From an optimization exercise on the open Yosys and OpenROAD flow, aimed at small area, a short achievable clock period and few clock cycles; shortcuts taken in it are not production practice.
Only simulation tests tie the RTL to the original design; equivalence was not proved.
Power and IR drop assume default switching activity.

== build 98 ==
// twb_flash_engine
module twb_flash_engine (
    input  wire        clk,
    input  wire        rst,
    input  wire        cmd_valid,
    output wire        cmd_ready,
    input  wire        cmd_verify,       
    input  wire [15:0] cmd_length,       
    input  wire [15:0] cmd_start_page,
    input  wire [7:0]  cmd_page_size,    
    input  wire        buf_valid,
    output wire        buf_ready,
    input  wire [7:0]  buf_data,
    output wire        tx_valid,
    input  wire        tx_ready,
    output wire [7:0]  tx_data,
    output wire        tx_last,
    input  wire        ack_valid,
    output wire        ack_ready,
    input  wire        ack_ok,
    input  wire        rx_valid,
    output wire        rx_ready,
    input  wire [7:0]  rx_data,
    output reg         rsp_valid,
    output reg  [2:0]  rsp_status,
    output wire [15:0] rsp_page
);
    reg        st_idle, st_hdr, st_data, st_ack, st_read, st_fin;
    reg        verify;
    reg [7:0]  ps;
    reg [15:0] rem;          
    reg [7:0]  cnt;          
    reg [15:0] idx;          
    reg [15:0] addr;         
    reg [15:0] crc;          
    reg        mul;
    reg        nmul;         
    reg [7:0]  o_data;
    reg        o_valid, o_last;
    reg [7:0]  s_data;
    reg        s_valid;
    reg        tx_valid_q, buf_ready_q, rx_ready_q;
    wire [3:0] step  = crc[3:0];
    wire [1:0] h     = crc[5:4];
    wire       acarry = crc[8];
    reg        busy;         
    assign cmd_ready = ~busy;
    assign ack_ready = st_ack;
    assign tx_valid  = tx_valid_q;
    assign tx_data   = o_data;
    assign tx_last   = o_last;
    assign buf_ready = buf_ready_q;
    assign rx_ready  = rx_ready_q;
    assign rsp_page  = idx;
    wire cmd_fire = st_idle & cmd_valid;
    wire tx_fire  = tx_valid_q & tx_ready;
    wire rx_fire  = rx_ready_q & rx_valid;
    wire buf_fire = buf_ready_q & buf_valid;
  ...
clock: 11.0 ns
lec_check: 0
cap_margin: 20
core_margin: 2
core_utilization: 40
slew_margin: 20
standard.sh (not shown) runs the stock make flow with config.mk's settings and CLKGATE_MAP_FILE= SYNTH_SCRIPT=/design/flow/synth_recipe.tcl, a recipe that flattens the netlist after the stock synthesis.
==> flow/flow/run.sh <==
#!/bin/bash
# Standard ORFS layout with small port buffers and a lighter clock tree.
set -euo pipefail
export BUFFER_PORTS_ARGS="-buffer_cell sky130_fd_sc_hd__buf_1"
export CTS_ARGS="-sink_clustering_enable -repair_clock_nets -dont_use_dummy_load -buf_list {sky130_fd_sc_hd__clkbuf_4} -sink_clustering_size 24 -sink_clustering_max_diameter 80"
export SETUP_SLACK_MARGIN=7.4
bash standard.sh > standard.log 2>&1
Build 98 closes out successfully: all stages finished, all timing, DRC and antenna checks passed.
Testbench counts of build 98, summed over its fixed seeds: cycles 62,558.
Here is what was changed in the inputs of build 95 compared with build 98.
==> flow/flow/run.sh <==
#!/bin/bash
# Standard ORFS layout with small port buffers and a lighter clock tree.
set -euo pipefail
export BUFFER_PORTS_ARGS="-buffer_cell sky130_fd_sc_hd__buf_1"
export CTS_ARGS="-sink_clustering_enable -repair_clock_nets -dont_use_dummy_load -buf_list {sky130_fd_sc_hd__clkbuf_4 sky130_fd_sc_hd__clkbuf_8} -sink_clustering_size 24 -sink_clustering_max_diameter 80"
export SETUP_SLACK_MARGIN=7.6
bash standard.sh > standard.log 2>&1
--- outcome ---
On upper clock frequency limit, build 95 does better than build 98.
In the reports for build 95 and build 98, the smaller worst slew margin relative to its limit belongs to build 98.
Compared with build 98, in build 95 reg-to-reg setup timing slack shrank by 20 ps; slew at the pin with the worst max-slew slack now smaller; setup slack of the critical path after layout moved up; combinational power +about 6.5%; total wire length went up by 670 um.
Diff build 95 and build 98: core utilization higher in build 95
Here is what was changed in the inputs of build 77 compared with build 95.
==> flow/flow/run.sh <==
#!/bin/bash
# Standard ORFS layout with small port buffers and a lighter clock tree.
set -euo pipefail
export BUFFER_PORTS_ARGS="-buffer_cell sky130_fd_sc_hd__buf_1"
export CTS_ARGS="-sink_clustering_enable -repair_clock_nets -dont_use_dummy_load -buf_list {sky130_fd_sc_hd__clkbuf_4 sky130_fd_sc_hd__clkbuf_8} -sink_clustering_size 24 -sink_clustering_max_diameter 80"
export SETUP_SLACK_MARGIN=7.8
bash standard.sh > standard.log 2>&1
==> comparison <==
On build 77: share of the clock period used by the worst path is 0.63 points lower than what build 95 gave.
Build 77 finished every step from synthesis to the final layout, and the layout passed the timing, DRC and antenna checks.
Build 77 vs build 95 — routing usage on met1 rose 1.6 points.
Diff build 95 -> build 77: switching part of the total power level, total power moved up.
Between build 77 and build 95, area growth from synthesis to layout is lower for build 95, build 77 comes in above that.
Diff build 95 -> build 77 | design area | up by a little under 10%
Per the comparison of build 77 with build 95, power share of the sequential group decreased by 2.2 points relative to the old numbers; worst-case setup slack after placement has increased; final worst slack rose by 69 ps.
> inputs changed (build 77 -> build 94)
==> flow/flow/run.sh <==
#!/bin/bash
# Standard ORFS layout with small port buffers and a lighter clock tree.
set -euo pipefail
export BUFFER_PORTS_ARGS="-buffer_cell sky130_fd_sc_hd__buf_1"
export CTS_ARGS="-sink_clustering_enable -repair_clock_nets -dont_use_dummy_load -buf_list {sky130_fd_sc_hd__clkbuf_4 sky130_fd_sc_hd__clkbuf_8} -sink_clustering_size 24 -sink_clustering_max_diameter 80"
export SETUP_SLACK_MARGIN=7.4
bash standard.sh > standard.log 2>&1
[summary]
Worst slew margin relative to its limit is higher on build 77. Compared to build 77, build 94 has minimum period implied by the final worst setup slack 170 ps higher. Multi-input combinational gate total delta (build 77 -> build 94): insignificant. Build 94 against build 77: overall power after layout dropped about 5.5%; final instance count without filler cells now sits lower; buffer share of cell area down 7.8 points. Combinational power down 17% in build 94 wrt build 77. Cmp build 77 and build 94 / routed wire length / higher: build 77. Final-layout fill cell count: build 94 vs build 77 up 104.

job 5022:
The RTL this note starts from:
==> flow/design.v <==
module twb_flash_engine (
    input  wire        clk,
    input  wire        rst,
    input  wire        cmd_valid,
    output wire        cmd_ready,
    input  wire        cmd_verify,       
    input  wire [15:0] cmd_length,       
    input  wire [15:0] cmd_start_page,
    input  wire [7:0]  cmd_page_size,    
    input  wire        buf_valid,
    output wire        buf_ready,
    input  wire [7:0]  buf_data,
    output wire        tx_valid,
    input  wire        tx_ready,
    output wire [7:0]  tx_data,
    output wire        tx_last,
    input  wire        ack_valid,
    output wire        ack_ready,
    input  wire        ack_ok,
    input  wire        rx_valid,
    output wire        rx_ready,
    input  wire [7:0]  rx_data,
    output reg         rsp_valid,
    output wire [2:0]  rsp_status,
    output wire [15:0] rsp_page
);
    reg        st_idle, st_hdr, st_data, st_ack, st_read, st_fin;
    reg        verify;
    reg [7:0]  ps;
    reg [15:0] rem;          
    reg [7:0]  cnt;          
    reg [15:0] idx;          
    reg [15:0] addr;         
    reg [15:0] crc;          
    reg        mul;
    reg        nmul;         
    reg [7:0]  o_data;
    reg        o_valid, o_last;
    reg [7:0]  s_data;
    reg        s_valid;
    reg        tx_valid_q, buf_ready_q, rx_ready_q;
    wire [3:0] step  = crc[3:0];
    wire [1:0] h     = crc[5:4];
    wire       acarry = crc[8];
    reg        busy;         
    assign cmd_ready = st_idle;
    wire       idle = ~busy;
    assign ack_ready = st_ack;
    assign tx_valid  = tx_valid_q;
    assign tx_data   = o_data;
    assign tx_last   = o_last;
    assign buf_ready = buf_ready_q;
    assign rx_ready  = rx_ready_q;
    assign rsp_page  = idx;
    assign rsp_status = crc[2:0];
    wire cmd_fire = idle & cmd_valid;
    wire tx_fire  = tx_valid_q & tx_ready;
    wire rx_fire  = rx_ready_q & rx_valid;
    wire buf_fire = buf_ready_q & buf_valid;
    wire ack_fire = st_ack & ack_valid;
    wire hdr_fire = st_hdr & tx_fire;
    wire lo_fire  = hdr_fire & (h == 2'd3);
    wire consume  = (st_data & tx_fire) | rx_fire;
    wire end_w    = st_data & tx_fire & o_last;
    wire end_v    = rx_fire & o_last;
    wire rem_nz   = |rem;
    wire more     = rem_nz | s_valid;
    wire       rx_ff  = &rx_data;
    wire [7:0] d      = rx_ff ? 8'h00 : (rx_data ^ o_data);
    wire [7:0] x      = crc[7:0] ^ d;
    wire       par    = ^x;
    wire [15:0] crc_upd = {par, x[7] ^ par, x[7:2] ^ x[6:1], crc[15] ^ x[1] ^ x[0],
                           crc[14] ^ x[0], crc[13:9], crc[8] ^ par};
    wire       crc_z  = (crc == 16'h0000);
    wire cnt_nz    = |cnt;
    wire in_page   = st_data | st_read | st_ack | (st_hdr & (h == 2'd3));
    wire ev        = consume | lo_fire;
    wire src_avail = s_valid | buf_valid | ~rem_nz;
    wire load      = in_page & cnt_nz & (ev | ~o_valid) & src_avail;
    wire [7:0] src = s_valid ? s_data : (rem_nz ? buf_data : 8'hFF);
    wire [7:0] add_a = nmul ? addr[7:0] : cnt;
    wire [7:0] add_b = (~nmul & ~addr[0]) ? 8'h00 : ps;
    wire [8:0] sum   = add_a + add_b;
    wire [7:0] hi_src = mul ? {cnt[0] ^ (addr[0] & ps[0]), addr[15:9]} : addr[15:8];
    wire adv_lo = hdr_fire & (h == 2'd2);
    wire adv_hi = st_hdr & (h == 2'd3) & acarry;
    wire adv    = adv_f | (ok_w & more);
    wire ok_w   = ack_fire & ack_ok & ~verify;
    wire adv_f  = st_fin & crc_z & more;
    wire ok_end = (ok_w & ~more) | (st_fin & crc_z & ~more) | abort;
    wire tr_end = ack_fire & ~ack_ok;
    wire ps_z   = (ps == 8'd0);
    wire abort  = st_hdr & mul & (step == 4'd1) & (ps_z | ~rem_nz);
    reg        n_idle, n_hdr, n_data, n_ack, n_read, n_fin;
    reg        n_mul;
    reg [7:0]  n_o;
    reg        n_ov, n_ol;
    reg        n_sv;
    reg [15:0] n_crc;
    always @(*) begin
        n_idle = idle | (st_fin & ~adv_f); n_hdr = st_hdr | adv_f; n_data = st_data; n_ack = st_ack;
        n_read = st_read; n_fin = 1'b0;
        if (cmd_fire) begin
            n_idle = 1'b0; n_hdr = 1'b1;
        end
        if (abort) begin
            n_idle = 1'b1; n_hdr = 1'b0;
        end
        if (lo_fire) begin
            n_hdr = 1'b0; n_data = ~verify; n_ack = verify;
        end
        if (end_w) begin
            n_data = 1'b0; n_ack = 1'b1;
        end
        if (ack_fire) begin
            n_ack  = 1'b0;
            n_read = ack_ok & verify;
            n_hdr  = ok_w & more;
            n_idle = ~ack_ok | (~verify & ~more);
        end
        if (end_v) begin
            n_read = 1'b0;
            n_fin  = 1'b1;
        end
        n_mul = cmd_fire | (mul & (step != 4'd15) & ~abort);
        if (idle) begin
            n_o = 8'h02; n_ov = 1'b1; n_ol = 1'b0;
        end else if (st_hdr & (h != 2'd3)) begin
            n_ov = 1'b1;
            case (h)
                2'd0:    begin n_o = 8'h01;    n_ol = 1'b0; end
                2'd1:    begin n_o = hi_src;   n_ol = 1'b0; end
                default: begin n_o = addr[7:0]; n_ol = verify; end
            endcase
            if (~tx_fire) begin
                n_o = o_data; n_ol = o_last;
            end
        end else if (ev) begin
            n_o  = cnt_nz ? src : 8'h02;
            n_ov = ~cnt_nz | src_avail;
            n_ol = cnt_nz & (cnt == 8'd1);
        end else begin
            n_o  = o_valid ? o_data : src;
            n_ov = o_valid | src_avail;
            n_ol = o_valid ? o_last : (cnt == 8'd1);
        end
        n_sv = idle ? 1'b0 : (s_valid ? ~load : (buf_fire & ~load));
        n_crc = {6'd0, adv, 6'd0, st_fin & ~crc_z, 1'b0, (st_fin & ~crc_z) | tr_end | cmd_fire};
        if (st_read)
            n_crc = rx_fire ? crc_upd : crc;
        else if (abort)
            n_crc = {14'd0, ps_z, ps_z};
        else if (st_hdr & ~lo_fire)
            n_crc = {crc[15:10], tx_fire ? idx_nib[4] : crc[9], adv_lo & sum[8], crc[7:6],
                     h + {1'b0, tx_fire},
                     step + {3'd0, mul}};
    end
    reg [15:0] rem_bz;
    integer bi;
    always @(*) begin
        for (bi = 0; bi < 16; bi = bi + 1) begin
            rem_bz[bi] = ~|(rem & ((16'd1 << bi) - 16'd1));
        end
    end
    wire [15:0] rem_dec = rem ^ rem_bz;
    wire [4:0]  idx_nib = {1'b0, idx[3:0]} + {4'd0, crc[9]};
    wire hdr_go  = ~mul | ((step >= 4'd13) & ~abort);    
    wire tv_fire = st_hdr ? ((h == 2'd3) ? ~verify & src_avail : hdr_go)
                          : (~o_last & src_avail);
    wire tv_hold = st_hdr ? ((h == 2'd3) | hdr_go)
                 : st_data ? (o_valid | src_avail)
                 : (ok_w & more) | adv_f;
    wire n_rem_nz = cmd_fire ? 1'b0 : (buf_fire ? (rem != 16'd1) : rem_nz);
    always @(posedge clk) begin
        if (rst) begin
            st_idle     <= 1'b1;
            busy        <= 1'b0;
            st_hdr      <= 1'b0;
            st_data     <= 1'b0;
            st_ack      <= 1'b0;
            st_read     <= 1'b0;
            st_fin      <= 1'b0;
            mul         <= 1'b0;
            nmul        <= 1'b1;
            tx_valid_q  <= 1'b0;
            buf_ready_q <= 1'b0;
            rx_ready_q  <= 1'b0;
            rsp_valid   <= 1'b0;
        end else begin
            st_idle     <= n_idle;
            busy        <= ~n_idle;
            st_hdr      <= n_hdr;
            st_data     <= n_data;
            st_ack      <= n_ack;
            st_read     <= n_read;
            st_fin      <= n_fin;
            mul         <= n_mul;
            nmul        <= ~n_mul;
            tx_valid_q  <= tx_fire ? tv_fire : tv_hold;
            buf_ready_q <= ~n_idle & ~n_sv & n_rem_nz;
            rx_ready_q  <= n_read & n_ov;
            rsp_valid   <= abort | (ok_w & ~more) | tr_end | (st_fin & ~adv_f);
        end
        o_data  <= n_o;
        o_valid <= n_ov;
        o_last  <= n_ol;
        s_valid <= n_sv;
        crc     <= n_crc;
        if (cmd_fire)      addr <= {cmd_start_page[0] & cmd_page_size[0], cmd_start_page[15:1]};
        else if (mul)      addr <= {sum[0], addr[15:1]};
        else if (adv_lo)   addr[7:0] <= sum[7:0];
        else if (adv_hi)   addr[15:8] <= addr[15:8] + 8'd1;
        if (cmd_fire)       rem <= cmd_length;
        else if (buf_fire)  rem <= rem_dec;
        if (cmd_fire) begin
            verify <= cmd_verify;
            ps     <= cmd_page_size;
        end
        if (cmd_fire)        cnt <= cmd_start_page[0] ? {1'b0, cmd_page_size[7:1]} : 8'd0;
        else if (mul)        cnt <= sum[8:1];
        else if (st_hdr)     cnt <= (lo_fire & load) ? cnt - 8'd1 : ps;
        else if (load)       cnt <= cnt - 8'd1;
        if (~s_valid)        
            s_data <= buf_data;
        if (cmd_fire)     idx <= cmd_start_page;
        else if (hdr_fire) idx <= {idx_nib[3:0], idx[15:4]};
        else if (ok_end)  idx <= 16'd0;
    end
endmodule
export LEC_CHECK = 0
export CAP_MARGIN = 20
export CORE_MARGIN = 2
export CORE_UTILIZATION = 40
export SLEW_MARGIN = 20
create_clock -name core_clock -period 11.0 [get_ports {clk}]
==> flow/flow/run.sh <==
#!/bin/bash
# Standard ORFS layout with small port buffers and a lighter clock tree.
set -euo pipefail
export BUFFER_PORTS_ARGS="-buffer_cell sky130_fd_sc_hd__buf_1"
export CTS_ARGS="-sink_clustering_enable -repair_clock_nets -dont_use_dummy_load -buf_list {sky130_fd_sc_hd__clkbuf_4 sky130_fd_sc_hd__clkbuf_8} -sink_clustering_size 24 -sink_clustering_max_diameter 80"
export SETUP_SLACK_MARGIN=7.6
bash standard.sh > standard.log 2>&1
Testbench counts of job 5022, summed over its fixed seeds: cycles 62,430.
The inputs of job 6596 differ from those of job 5022 as listed below.
--- a/flow/flow/run.sh
+++ b/flow/flow/run.sh
@@ -4,4 +4,4 @@
 export BUFFER_PORTS_ARGS="-buffer_cell sky130_fd_sc_hd__buf_1"
 export CTS_ARGS="-sink_clustering_enable -repair_clock_nets -dont_use_dummy_load -buf_list {sky130_fd_sc_hd__clkbuf_4 sky130_fd_sc_hd__clkbuf_8} -sink_clustering_size 24 -sink_clustering_max_diameter 80"
-export SETUP_SLACK_MARGIN=7.6
+export SETUP_SLACK_MARGIN=7.4
 bash standard.sh > standard.log 2>&1
[summary]
Job 5022 has a higher final cell count than job 6596. Post-route worst setup slack was higher in the run labelled job 5022. In the metrics for job 5022 and job 6596, the one carrying the higher number of resized instances in the post-cts repair step is job 5022. From job 5022 to job 6596 the numbers moved as follows: area of the multi-input gates fell by about 4%, worst slew margin relative to its limit fell by 2.2 points. The wire length on met3 of job 6596 exceeds that of job 5022 by 17%.
diff inputs: job 6596 => job 2457
- an added TNS_END_PERCENT of 5
--- a/flow/flow/run.sh
+++ b/flow/flow/run.sh
@@ -4,4 +4,4 @@
 export BUFFER_PORTS_ARGS="-buffer_cell sky130_fd_sc_hd__buf_1"
 export CTS_ARGS="-sink_clustering_enable -repair_clock_nets -dont_use_dummy_load -buf_list {sky130_fd_sc_hd__clkbuf_4 sky130_fd_sc_hd__clkbuf_8} -sink_clustering_size 24 -sink_clustering_max_diameter 80"
-export SETUP_SLACK_MARGIN=7.4
+export SETUP_SLACK_MARGIN=8.0
 bash standard.sh > standard.log 2>&1
[summary]
Sort job 6596 and job 2457 by combinational share of power, descending, and job 2457 comes first.
[compare] base=job 6596 new=job 2457: first-pass GRT wire length shows an increase of 1.2%, clock group total power held steady, power shows an increase of 21 uW, sequential share of power now smaller.
Per the comparison of job 2457 with job 6596, setup slack now larger; adder-cell share of the synthesized area level.

-- afterwards: timing with drivers on the ports --
The results above use ideal ports. As a check the final layouts listed here were re-extracted and re-timed, cells and wires unchanged.
Step 1: set_driving_cell puts a clkbuf_16 on clk and a buf_2 on each other input, an assumption about the parent block.
Step 2 also shifts input and output timing later by t, the mid clock arrival at the registers, as if the neighbouring blocks saw the same clock.
Slacks: no drivers / after step 1 / after step 2; pairs: no drivers / after step 1.
run	shift t [ns]	slack for setup (ns)	worst hold slack (ns)	worst register clock-pin slew, ns	cell pins on the clock port's net
build 98	0.570	7.451 / 7.460 / 6.891	0.546 / 0.546 / 0.546	0.12 / 0.12	1
build 95	0.477	7.601 / 7.587 / 7.110	0.552 / 0.552 / 0.552	0.08 / 0.08	1
build 77	0.478	7.670 / 7.674 / 7.196	0.521 / 0.521 / 0.521	0.08 / 0.08	1
build 94	0.474	7.503 / 7.520 / 7.046	0.538 / 0.538 / 0.538	0.08 / 0.08	1
job 5022	0.476	7.508 / 7.494 / 7.019	0.552 / 0.552 / 0.552	0.08 / 0.08	1
job 6596	0.479	7.478 / 7.496 / 7.017	0.557 / 0.557 / 0.557	0.07 / 0.07	1
job 2457	0.480	7.518 / 7.506 / 7.026	0.560 / 0.560 / 0.560	0.08 / 0.08	1
After both steps setup and hold are still met in every run listed. The setup slack of build 98, which loses most, moves by +0.009 ns with the drivers and by -0.560 ns with both steps.
